Source: an optimization exercise on an open RTL-to-GDS flow (aim: small area, a short achievable clock period and few clock cycles per item). Production flows keep margins and buffers that such runs may drop. Function was checked by simulation only, so behaviour that the tests miss may differ from the original.

==> job 2760: inputs <==
## bcc_block
module bcc_block (
  input  wire         clk,
  input  wire         rst,           
  input  wire         in_valid,
  output wire         in_ready,
  input  wire         in_decrypt,    
  input  wire [4:0]   in_keylen,     
  input  wire [127:0] in_key,
  input  wire [63:0]  in_block,
  output wire         out_valid,
  input  wire         out_ready,
  output wire [63:0]  out_block
);
clock: 12.0 ns
lec_check: 0
cap_margin: 20
core_margin: 2
core_utilization: 70
cts_buf_list: sky130_fd_sc_hd__clkbuf_4 sky130_fd_sc_hd__clkbuf_8
slew_margin: 20
standard.sh (not shown) runs the stock make flow with config.mk's settings and CLKGATE_MAP_FILE= SYNTH_SCRIPT=/design/flow/synth_recipe.tcl, a recipe that flattens the netlist after the stock synthesis.
==> flow/flow/run.sh <==
#!/bin/bash
bash standard.sh "BUFFER_PORTS_ARGS=-buffer_cell sky130_fd_sc_hd__buf_1" SETUP_SLACK_MARGIN=6.9 finish > flow_make.log 2>&1
==> job 4194 (differences from job 2760) <==
--- a/flow/design.v
+++ b/flow/design.v
@@ -35,14 +35,14 @@
   reg [63:0] x2;
   reg [63:0] k2;
   reg        v3;
   reg        d3;
   reg [63:0] x3;
   reg [63:0] k3;
-  wire stall = ~out_ready;
-  assign in_ready  = out_ready;
+  wire stall = v3 & ~out_ready;
+  assign in_ready  = ~stall;
   assign out_valid = v3;
   reg [63:0] ek;
   always @* begin
     ek[7:0] = in_key[7:0];
     case (in_keylen)
       5'd1: ek[15:8] = in_key[7:0];
==> flow/flow/run.sh (replaced) <==
#!/bin/bash
bash standard.sh "BUFFER_PORTS_ARGS=-buffer_cell sky130_fd_sc_hd__buf_1" SETUP_SLACK_MARGIN=6.8 finish > flow_make.log 2>&1
- CORE_UTILIZATION: 70 -> 65
==> run notes <==
quantity                                                             job 2760    job 4194
Outcome                                              timing/DRC/antenna clean  timing/DRC/antenna clean
Largest net degree at the start of global routing                         149         189
Critical Path Source                                             in_keylen[1]   in_key[0]
Signal arrival time at the worst endpoint                             5.67 ns     5.60 ns
Wire length of the first global-routing pass                        199000 um   201000 um
Final Core Density                                                      80.9%       74.4%
FF-to-FF setup slack                                                  6.87 ns     6.86 ns
Wirelength per Cell                                                   32.3 um     32.2 um
Share of final layout cell area taken by non-clock buffers              4.18%       3.53%
Via count of the routed design                                          29300       28500
Multi-input logic area                                             26200 um^2  25700 um^2
Post-Synth XOR/XNOR Area                                                32.1%       32.1%
R2r worst-path depth                                                       26          18
Via count normalized by instance count                                   6.40        6.20
Simple-gate portion of the synthesized area                             3.02%       3.09%
Top-area cell type share of the netlist area                            34.1%       34.3%
Portion of the post-synthesis area used by sequential elements          34.3%       34.5%
Non-Clock Buffer Count                                                    317         288
Cell area after layout                                             45400 um^2  44800 um^2
Cell area after synthesis                                          39700 um^2  39500 um^2
Share of the synthesized area in compound gates (AO/OA/AOI/OAI)         3.82%       4.01%
Post-route minimum period                                             5.22 ns     5.20 ns
Maximum fanout encountered on the critical timing path                     11           9
Post-synthesis mux area share                                           2.46%       1.97%
Testbench counts of job 2760, summed over its fixed seeds: cycles 1,632, items 1,600.
Testbench counts of job 4194, summed over its fixed seeds: cycles 1,632, items 1,600.

========
==> inputs of 12-16 <==
bcc_block, a different RTL version from the one above (not shown whole).
export LEC_CHECK = 0
export CAP_MARGIN = 20
export CORE_MARGIN = 2
export CORE_UTILIZATION = 70
export CTS_BUF_LIST = sky130_fd_sc_hd__clkbuf_4 sky130_fd_sc_hd__clkbuf_8
export SLEW_MARGIN = 20
create_clock -name core_clock -period 12.0 [get_ports {clk}]
==> flow/flow/run.sh <==
#!/bin/bash
bash standard.sh "BUFFER_PORTS_ARGS=-buffer_cell sky130_fd_sc_hd__buf_1" SETUP_SLACK_MARGIN=7.8 finish > flow_make.log 2>&1
==> inputs of 10-11, as changes to 12-16 <==
--- a/flow/design.v
+++ b/flow/design.v
@@ -46,22 +46,16 @@
   reg        d5;
   reg [63:0] x5;
   reg [63:0] k5;
   reg        sk_v;
   reg [63:0] sk;
   wire stall = sk_v;
   assign in_ready  = ~sk_v;
-  assign out_valid = sk_v | v5;
-  always @(posedge clk) begin
-    if (rst) sk_v <= 1'b0;
-    else if (sk_v) begin
-      if (out_ready) sk_v <= 1'b0;
-    end else if (v5 & ~out_ready) sk_v <= 1'b1;
-    if (~sk_v) sk <= x5;
-  end
+  assign out_valid = v5;
+  assign out_block = x5;
   reg [63:0] ek;
   always @* begin
     ek[7:0] = in_key[7:0];
     case (in_keylen)
       5'd1: ek[15:8] = in_key[7:0];
       default: ek[15:8] = in_key[15:8];
     endcase
@@ -97,21 +91,21 @@
       5'd5: ek[63:56] = in_key[23:16];
       5'd4: ek[63:56] = in_key[31:24];
       default: ek[63:56] = in_key[63:56];
     endcase
   end
   wire [63:0] kb;
   assign kb[7:0] = ek[7:0];
-  assign kb[15:8] = add8(ek[15:8], 8'd1);
-  assign kb[23:16] = add8(ek[23:16], 8'd4);
-  assign kb[31:24] = add8(ek[31:24], 8'd9);
-  assign kb[39:32] = add8(ek[39:32], 8'd16);
-  assign kb[47:40] = add8(ek[47:40], 8'd25);
-  assign kb[55:48] = add8(ek[55:48], 8'd36);
-  assign kb[63:56] = add8(ek[63:56], 8'd49);
+  assign kb[15:8] = ek[15:8] + 8'd1;
+  assign kb[23:16] = ek[23:16] + 8'd4;
+  assign kb[31:24] = ek[31:24] + 8'd9;
+  assign kb[39:32] = ek[39:32] + 8'd16;
+  assign kb[47:40] = ek[47:40] + 8'd25;
+  assign kb[55:48] = ek[55:48] + 8'd36;
+  assign kb[63:56] = ek[63:56] + 8'd49;
   always @(posedge clk) begin
     if (rst) v0 <= 1'b0;
     else if (~stall) v0 <= in_valid;
     if (~stall) begin
       d0 <= in_decrypt;
       x0 <= in_block;
       k0 <= kb;
@@ -545,17 +539,26 @@
   assign w194[31:24] = w193[31:24] ^ k4[31:24];
   assign w194[39:32] = w193[39:32] ^ k4[39:32];
   assign w194[47:40] = w193[47:40] ^ k4[47:40];
   assign w194[55:48] = w193[55:48] ^ k4[55:48];
   assign w194[63:56] = w193[63:56] ^ k4[63:56];
   wire [63:0] o195 = d4 ? w194 : m192;
   always @(posedge clk) begin
-    if (rst) v5 <= 1'b0;
-    else if (~stall) v5 <= v4;
-    if (~stall) begin
-      d5 <= d4;
-      x5 <= o195;
-      k5 <= k4;
+    if (rst) begin
+      v5   <= 1'b0;
+      sk_v <= 1'b0;
+    end else if (sk_v) begin
+      if (out_ready) begin
+        v5   <= 1'b1;
+        sk_v <= 1'b0;
+      end
+    end else if (~v5 | out_ready) begin
+      v5 <= v4;
+    end else if (v4) begin
+      sk_v <= 1'b1;
     end
+    if (sk_v ? out_ready : (~v5 | out_ready))
+      x5 <= sk_v ? sk : o195;
+    if (~sk_v)
+      sk <= o195;
   end
-  assign out_block = sk_v ? sk : x5;
 endmodule
==> flow/flow/run.sh (replaced) <==
#!/bin/bash
bash standard.sh "BUFFER_PORTS_ARGS=-buffer_cell sky130_fd_sc_hd__buf_1" SETUP_SLACK_MARGIN=8.25 finish > flow_make.log 2>&1
==> flow/config.mk (replaced) <==
export PLATFORM = sky130hd
export DESIGN_NAME = bcc_block
export DESIGN_NICKNAME = bcc_block
export VERILOG_FILES = /design/flow/design.v
export SDC_FILE = /design/flow/constraint.sdc
export NUM_CORES = 4
export LEC_CHECK = 0
export CAP_MARGIN = 20
export CORE_MARGIN = 2
export CORE_UTILIZATION = 65
export CTS_BUF_LIST = sky130_fd_sc_hd__clkbuf_4 sky130_fd_sc_hd__clkbuf_8
export SLEW_MARGIN = 20
==> inputs of 12-08, as changes to 12-16 <==
--- a/flow/design.v
+++ b/flow/design.v
@@ -46,22 +46,16 @@
   reg        d5;
   reg [63:0] x5;
   reg [63:0] k5;
   reg        sk_v;
   reg [63:0] sk;
   wire stall = sk_v;
   assign in_ready  = ~sk_v;
-  assign out_valid = sk_v | v5;
-  always @(posedge clk) begin
-    if (rst) sk_v <= 1'b0;
-    else if (sk_v) begin
-      if (out_ready) sk_v <= 1'b0;
-    end else if (v5 & ~out_ready) sk_v <= 1'b1;
-    if (~sk_v) sk <= x5;
-  end
+  assign out_valid = v5;
+  assign out_block = x5;
   reg [63:0] ek;
   always @* begin
     ek[7:0] = in_key[7:0];
     case (in_keylen)
       5'd1: ek[15:8] = in_key[7:0];
       default: ek[15:8] = in_key[15:8];
     endcase
@@ -545,17 +539,26 @@
   assign w194[31:24] = w193[31:24] ^ k4[31:24];
   assign w194[39:32] = w193[39:32] ^ k4[39:32];
   assign w194[47:40] = w193[47:40] ^ k4[47:40];
   assign w194[55:48] = w193[55:48] ^ k4[55:48];
   assign w194[63:56] = w193[63:56] ^ k4[63:56];
   wire [63:0] o195 = d4 ? w194 : m192;
   always @(posedge clk) begin
-    if (rst) v5 <= 1'b0;
-    else if (~stall) v5 <= v4;
-    if (~stall) begin
-      d5 <= d4;
-      x5 <= o195;
-      k5 <= k4;
+    if (rst) begin
+      v5   <= 1'b0;
+      sk_v <= 1'b0;
+    end else if (sk_v) begin
+      if (out_ready) begin
+        v5   <= 1'b1;
+        sk_v <= 1'b0;
+      end
+    end else if (~v5 | out_ready) begin
+      v5 <= v4;
+    end else if (v4) begin
+      sk_v <= 1'b1;
     end
+    if (sk_v ? out_ready : (~v5 | out_ready))
+      x5 <= sk_v ? sk : o195;
+    if (~sk_v)
+      sk <= o195;
   end
-  assign out_block = sk_v ? sk : x5;
 endmodule
==> inputs of 07-23, as changes to 12-16 <==
--- a/flow/design.v
+++ b/flow/design.v
@@ -46,22 +46,16 @@
   reg        d5;
   reg [63:0] x5;
   reg [63:0] k5;
   reg        sk_v;
   reg [63:0] sk;
   wire stall = sk_v;
   assign in_ready  = ~sk_v;
-  assign out_valid = sk_v | v5;
-  always @(posedge clk) begin
-    if (rst) sk_v <= 1'b0;
-    else if (sk_v) begin
-      if (out_ready) sk_v <= 1'b0;
-    end else if (v5 & ~out_ready) sk_v <= 1'b1;
-    if (~sk_v) sk <= x5;
-  end
+  assign out_valid = v5;
+  assign out_block = x5;
   reg [63:0] ek;
   always @* begin
     ek[7:0] = in_key[7:0];
     case (in_keylen)
       5'd1: ek[15:8] = in_key[7:0];
       default: ek[15:8] = in_key[15:8];
     endcase
@@ -545,17 +539,26 @@
   assign w194[31:24] = w193[31:24] ^ k4[31:24];
   assign w194[39:32] = w193[39:32] ^ k4[39:32];
   assign w194[47:40] = w193[47:40] ^ k4[47:40];
   assign w194[55:48] = w193[55:48] ^ k4[55:48];
   assign w194[63:56] = w193[63:56] ^ k4[63:56];
   wire [63:0] o195 = d4 ? w194 : m192;
   always @(posedge clk) begin
-    if (rst) v5 <= 1'b0;
-    else if (~stall) v5 <= v4;
-    if (~stall) begin
-      d5 <= d4;
-      x5 <= o195;
-      k5 <= k4;
+    if (rst) begin
+      v5   <= 1'b0;
+      sk_v <= 1'b0;
+    end else if (sk_v) begin
+      if (out_ready) begin
+        v5   <= 1'b1;
+        sk_v <= 1'b0;
+      end
+    end else if (~v5 | out_ready) begin
+      v5 <= v4;
+    end else if (v4) begin
+      sk_v <= 1'b1;
     end
+    if (sk_v ? out_ready : (~v5 | out_ready))
+      x5 <= sk_v ? sk : o195;
+    if (~sk_v)
+      sk <= o195;
   end
-  assign out_block = sk_v ? sk : x5;
 endmodule
==> flow/config.mk (replaced) <==
export PLATFORM = sky130hd
export DESIGN_NAME = bcc_block
export DESIGN_NICKNAME = bcc_block
export VERILOG_FILES = /design/flow/design.v
export SDC_FILE = /design/flow/constraint.sdc
export NUM_CORES = 4
export LEC_CHECK = 0
export CAP_MARGIN = 20
export CORE_MARGIN = 2
export CORE_UTILIZATION = 65
export CTS_BUF_LIST = sky130_fd_sc_hd__clkbuf_4 sky130_fd_sc_hd__clkbuf_8
export SLEW_MARGIN = 20
==> run notes <==
Period utilization: 10-11 0.319; 12-08 0.351; 12-16 0.377; 07-23 0.353
Sequential cell area share: 10-11 0.417; 12-08 0.424; 12-16 0.415; 07-23 0.425
Grt met2 use: 10-11 0.687; 12-08 0.701; 12-16 0.733; 07-23 0.685
Number of cells in the design after placement: 10-11 4906; 12-08 4866; 12-16 4871; 07-23 4944
Antenna diode count: 10-11 1; 12-08 1; 12-16 3; 07-23 3
Nonclk inv count: 10-11 344; 12-08 343; 12-16 358; 07-23 343
Status: 10-11 timing/DRC/antenna clean; 12-08 timing/DRC/antenna clean; 12-16 timing/DRC/antenna clean; 07-23 timing/DRC/antenna clean
Overall track demand over capacity in global routing: 10-11 0.403; 12-08 0.410; 12-16 0.450; 07-23 0.391
Element type at the critical path end: 10-11 output pin; 12-08 flop; 12-16 output pin; 07-23 flop
Routability cong.: 10-11 1.09; 12-08 1.14; 12-16 1.05; 07-23 1.08
Mux contribution to synthesized area: 10-11 0.0259; 12-08 0.0242; 12-16 0.0384; 07-23 0.0242
Critical path required time: 10-11 9.60 ns; 12-08 12.52 ns; 12-16 9.60 ns; 07-23 12.48 ns
Clock slew at the register clock pins of the worst setup and hold paths: 10-11 0.07 ns; 12-08 0.07 ns; 12-16 0.08 ns; 07-23 0.06 ns
Fraction of synthesized cell area in xor and xnor cells: 10-11 0.225; 12-08 0.228; 12-16 0.226; 07-23 0.228
Startpoint kind of the worst setup timing path: 10-11 flop; 12-08 input pin; 12-16 flop; 07-23 input pin
Area of combinational cells with multiple inputs: 10-11 24800 sq um; 12-08 24500 sq um; 12-16 24800 sq um; 07-23 24400 sq um
Routed length on met3: 10-11 9840 microns; 12-08 7900 microns; 12-16 16900 microns; 07-23 7340 microns
Synthesized Nets: 10-11 4650; 12-08 4691; 12-16 4647; 07-23 4691
Uppermost layer routed: 10-11 met4; 12-08 met5; 12-16 met5; 07-23 met4
Wl on met1: 10-11 51700 microns; 12-08 46400 microns; 12-16 52100 microns; 07-23 48000 microns
Multi-input gates: 10-11 2604; 12-08 2633; 12-16 2579; 07-23 2633
Testbench counts of 12-16, summed over its fixed seeds: cycles 1,648, items 1,600.
Testbench counts of 10-11, summed over its fixed seeds: cycles 1,648, items 1,600.
Testbench counts of 12-08, summed over its fixed seeds: cycles 1,648, items 1,600.
Testbench counts of 07-23, summed over its fixed seeds: cycles 1,648, items 1,600.

[re-timing with driven ports]
In the flow no input, the clock included, has a driving cell. The finished layouts below were timed again as built, in two steps. Step 1, drivers: a clkbuf_16 drives clk and a buf_2 each remaining input, both assumed. Step 2 also shifts input and output timing later by t, the mid clock arrival at the registers, as if the neighbouring blocks saw the same clock. a / b / c = no drivers / after step 1 / after step 2; a / b = the first two.
run | t, ns | setup slack, ns | worst setup path at the end | worst register clock-pin slew, ns | worst data-port slew with drivers (ns)
job 2760 | 0.773 | 6.781 / 6.816 / 6.043 | input to register | 0.07 / 0.07 | 0.07
job 4194 | 0.761 | 6.799 / 6.776 / 6.077 | input to register | 0.07 / 0.07 | 0.09
12-16 | 0.871 | 7.480 / 7.414 / 6.965 | input to register | 0.08 / 0.08 | 0.08
10-11 | 0.861 | 8.167 / 8.099 / 7.419 | input to register | 0.07 / 0.07 | 0.04
12-08 | 0.825 | 7.783 / 7.817 / 6.992 | input to register | 0.07 / 0.07 | 0.05
07-23 | 0.816 | 7.769 / 7.793 / 6.991 | input to register | 0.07 / 0.07 | 0.06
After both steps every run listed still meets setup and hold. The setup slack of 12-08, which loses most, moves by +0.034 ns with the drivers and by -0.791 ns with both steps.
